From an optimization exercise on the open Yosys and OpenROAD flow, aimed at small area, a short achievable clock period and few clock cycles per item; shortcuts taken in it are not production practice. Only simulation tests tie the RTL to the original design; equivalence was not proved. Power and IR drop assume default switching activity.

// mont_mul
module mont_mul (
    input  wire         clk,
    input  wire         rst,
    input  wire         start,
    input  wire [1:0]   op,
    input  wire [259:0] a,
    input  wire [259:0] b,
    output wire         ready,
    output reg          done,
    output wire [259:0] result
);
    localparam [259:0] L    = 260'h1000000000000000000000000000000014def9dea2f79cd65812631a5cf5d3ed;
    localparam [259:0] RR   = 260'h9411b7c309a3dceec73d217f5be65cb687604d63c715bea69f9d265e952d13b;
    localparam [260:0] NEGL = (261'd1 << 261) - {1'b0, L};
    localparam [124:0] LC   = L[124:0];
    localparam [1:0] OP_MUL = 2'd1, OP_TOMONT = 2'd2, OP_FROMMONT = 2'd3;
    reg  [260:0] A;           
    reg  [259:0] B;           
    reg          y_rr, y_one;  
    reg  [265:0] RS, RC;      
    reg  [16:0]  CR;          
    reg  [6:0]   cnt;
    reg          run, first, active, sub, pend, p1, op_mul, ready_r, negl, settled;
  ...
For scale: about 790 I/O pins, roughly 81000 sq um of cells after synthesis.
clock: 9.0 ns
lec_check: 0
cap_margin: 20
core_margin: 2
core_utilization: 40
setup_slack_margin: 5
slew_margin: 20
tns_end_percent: 10
standard.sh (not shown) runs the stock make flow with config.mk's settings and CLKGATE_MAP_FILE= SYNTH_SCRIPT=/design/flow/synth_recipe.tcl, a recipe that flattens the netlist after the stock synthesis.
==> flow/flow/run.sh <==
#!/bin/bash
# Own layout flow: the standard flow, with two changes between synthesis
# and floorplan:
#  1. flow/polarity.py removes the inverters that Yosys' full-adder extraction
#     leaves between full adders (each full adder is built in the polarity
#     that needs no inverter; the netlist's registers are not touched);
#  2. ports are buffered with buf_1 cells instead of the default delay cell.
# Each tool's output goes to a log file of its own in this folder.
set -euo pipefail
R=orfs/results/${FLOW_PLATFORM}/mont_mul/base
LIB=${FLOW_HOME}/platforms/${FLOW_PLATFORM}/lib/sky130_fd_sc_hd__tt_025C_1v80.lib

bash standard.sh synth > synth.log 2>&1
cp ${R}/1_2_yosys.v ${R}/1_2_yosys_std.v
python3 flow/polarity.py ${R}/1_2_yosys_std.v ${R}/1_2_yosys.v ${LIB} > polarity.log 2>&1
rm -f ${R}/1_synth.odb
BUFFER_PORTS_ARGS="-buffer_cell sky130_fd_sc_hd__buf_1" bash standard.sh finish > layout.log 2>&1
Other scripts of this flow, unchanged in this note and not shown: flow/flow/polarity.py
The starting point passed the timing, DRC and antenna checks.
Testbench counts at the start, summed over its fixed seeds: cycles 38,420, items 384.
Then changed:
==> flow/flow/run.sh (replaced) <==
#!/bin/bash
# Own layout flow: the standard flow, with these changes
# (1 and 2 between synthesis and floorplan):
#  1. flow/polarity.py removes the inverters that Yosys' full-adder extraction
#     leaves between full adders (each full adder is built in the polarity
#     that needs no inverter; the netlist's registers are not touched);
#  2. ports are buffered with buf_1 cells instead of the default delay cell;
#  3. timing repair aims at a setup slack of 6 ns (the period is unchanged).
# Each tool's output goes to a log file of its own in this folder.
set -euo pipefail
R=orfs/results/${FLOW_PLATFORM}/mont_mul/base
LIB=${FLOW_HOME}/platforms/${FLOW_PLATFORM}/lib/sky130_fd_sc_hd__tt_025C_1v80.lib

bash standard.sh synth > synth.log 2>&1
cp ${R}/1_2_yosys.v ${R}/1_2_yosys_std.v
python3 flow/polarity.py ${R}/1_2_yosys_std.v ${R}/1_2_yosys.v ${LIB} > polarity.log 2>&1
rm -f ${R}/1_synth.odb
bash standard.sh "BUFFER_PORTS_ARGS=-buffer_cell sky130_fd_sc_hd__buf_1" SETUP_SLACK_MARGIN=6 finish > layout.log 2>&1
Settings changed: TNS_END_PERCENT 10 to not set.
What happened: Power rises by 22%. Utilization rises by 6.3 points. Setup slack is better by 0.19 ns.
Then changed:
==> flow/flow/run.sh (replaced) <==
#!/bin/bash
# Own layout flow: the standard flow, with two changes between synthesis
# and floorplan:
#  1. flow/polarity.py removes the inverters that Yosys' full-adder extraction
#     leaves between full adders (each full adder is built in the polarity
#     that needs no inverter; the netlist's registers are not touched);
#  2. ports are buffered with buf_1 cells instead of the default delay cell.
# Each tool's output goes to a log file of its own in this folder.
set -euo pipefail
R=orfs/results/${FLOW_PLATFORM}/mont_mul/base
LIB=${FLOW_HOME}/platforms/${FLOW_PLATFORM}/lib/sky130_fd_sc_hd__tt_025C_1v80.lib

bash standard.sh synth > synth.log 2>&1
cp ${R}/1_2_yosys.v ${R}/1_2_yosys_std.v
python3 flow/polarity.py ${R}/1_2_yosys_std.v ${R}/1_2_yosys.v ${LIB} > polarity.log 2>&1
rm -f ${R}/1_synth.odb
BUFFER_PORTS_ARGS="-buffer_cell sky130_fd_sc_hd__buf_1" bash standard.sh finish > layout.log 2>&1
Settings changed: CORE_UTILIZATION 40 to 55.
Sequential power drops by a few percent.
Synthesized cell count stays the same.
Design area goes down by roughly a tenth.
Area after synthesis is unchanged.
Cell count fell by roughly a tenth.
Maximum frequency drops slightly.
Power came out lower by about a fifth.
Worst setup slack loses 0.078 ns.
Then changed:
Settings changed: ABC_AREA set to 1, CORE_UTILIZATION 55 to 40.
Register-to-register slack improved by 0.08 ns. Utilization drops by 17 points. Via count rose by a few percent. Hold slack gets worse by 0.010 ns. Clock skew went up by 0.019 ns. Power goes up by roughly a tenth. Die area rises by well over a third. Synthesized area went up slightly.


Setup of old:
Starting RTL as in the previous note.
clock: 9.0 ns
lec_check: 0
cap_margin: 20
core_margin: 2
core_utilization: 40
setup_slack_margin: 5
slew_margin: 20
==> flow/flow/run.sh <==
#!/bin/bash
# Own layout flow: the standard flow, with two changes between synthesis
# and floorplan:
#  1. flow/polarity.py removes the inverters that Yosys' full-adder extraction
#     leaves between full adders (each full adder is built in the polarity
#     that needs no inverter; the netlist's registers are not touched);
#  2. ports are buffered with buf_1 cells instead of the default delay cell.
# Each tool's output goes to a log file of its own in this folder.
set -euo pipefail
R=orfs/results/${FLOW_PLATFORM}/mont_mul/base
LIB=${FLOW_HOME}/platforms/${FLOW_PLATFORM}/lib/sky130_fd_sc_hd__tt_025C_1v80.lib

bash standard.sh synth > synth.log 2>&1
cp ${R}/1_2_yosys.v ${R}/1_2_yosys_std.v
python3 flow/polarity.py ${R}/1_2_yosys_std.v ${R}/1_2_yosys.v ${LIB} > polarity.log 2>&1
rm -f ${R}/1_synth.odb
BUFFER_PORTS_ARGS="-buffer_cell sky130_fd_sc_hd__buf_1" bash standard.sh finish > layout.log 2>&1
Other scripts of this flow, unchanged in this note and not shown: flow/flow/polarity.py
Testbench counts of old, summed over its fixed seeds: cycles 38,420, items 384.
#### Input delta (new over old)
- putting CTS_BUF_LIST at sky130_fd_sc_hd__clkbuf_8 where nothing was set
- putting CTS_CLUSTER_SIZE at 30 where nothing was set
--- outcome ---
- In terms of hold slack, old and new differ only marginally.
- Setup slack in new is 8.8 ps lower than in old
- Diff old -> new: total power saw a decrease, register cell area after layout stayed essentially flat, first-iteration detailed-routing DRC count rose 97.
- new ends up with a total met2 wirelength after detailed routing that is about 0.4% lower than in old.

-- re-timing with driven ports --
Ports are ideal in the flow. The routed layouts listed here were re-timed in OpenROAD.
Step 1 sets driving cells, clkbuf_16 on the clock port and buf_2 on the other inputs (assumed; they add their load-dependent delay and slew).
Step 2 adds t to the input delays and takes it off the output delays; t is the mean of the earliest and latest rising clock arrival at the registers after step 1. Input paths then give back, and output paths get back, about the clock's delay inside the block.
a / b / c = ideal / step 1 / step 2; a / b = the first two.
run | t (ns) | slack for setup (ns) | worst register clock-pin slew, ns
the first run of note 1 | 0.901 | 4.879 / 4.879 / 4.879 | 0.07 / 0.07
the second run of note 1 | 0.913 | 5.071 / 5.071 / 5.071 | 0.07 / 0.07
the third run of note 1 | 0.871 | 4.993 / 4.954 / 4.993 | 0.07 / 0.07
the fourth run of note 1 | 0.901 | 5.069 / 5.014 / 5.069 | 0.07 / 0.07
old | 0.897 | 5.003 / 5.003 / 5.003 | 0.07 / 0.07
new | 1.103 | 4.994 / 4.980 / 4.994 | 0.09 / 0.09
After both steps setup and hold are still met in every run listed.
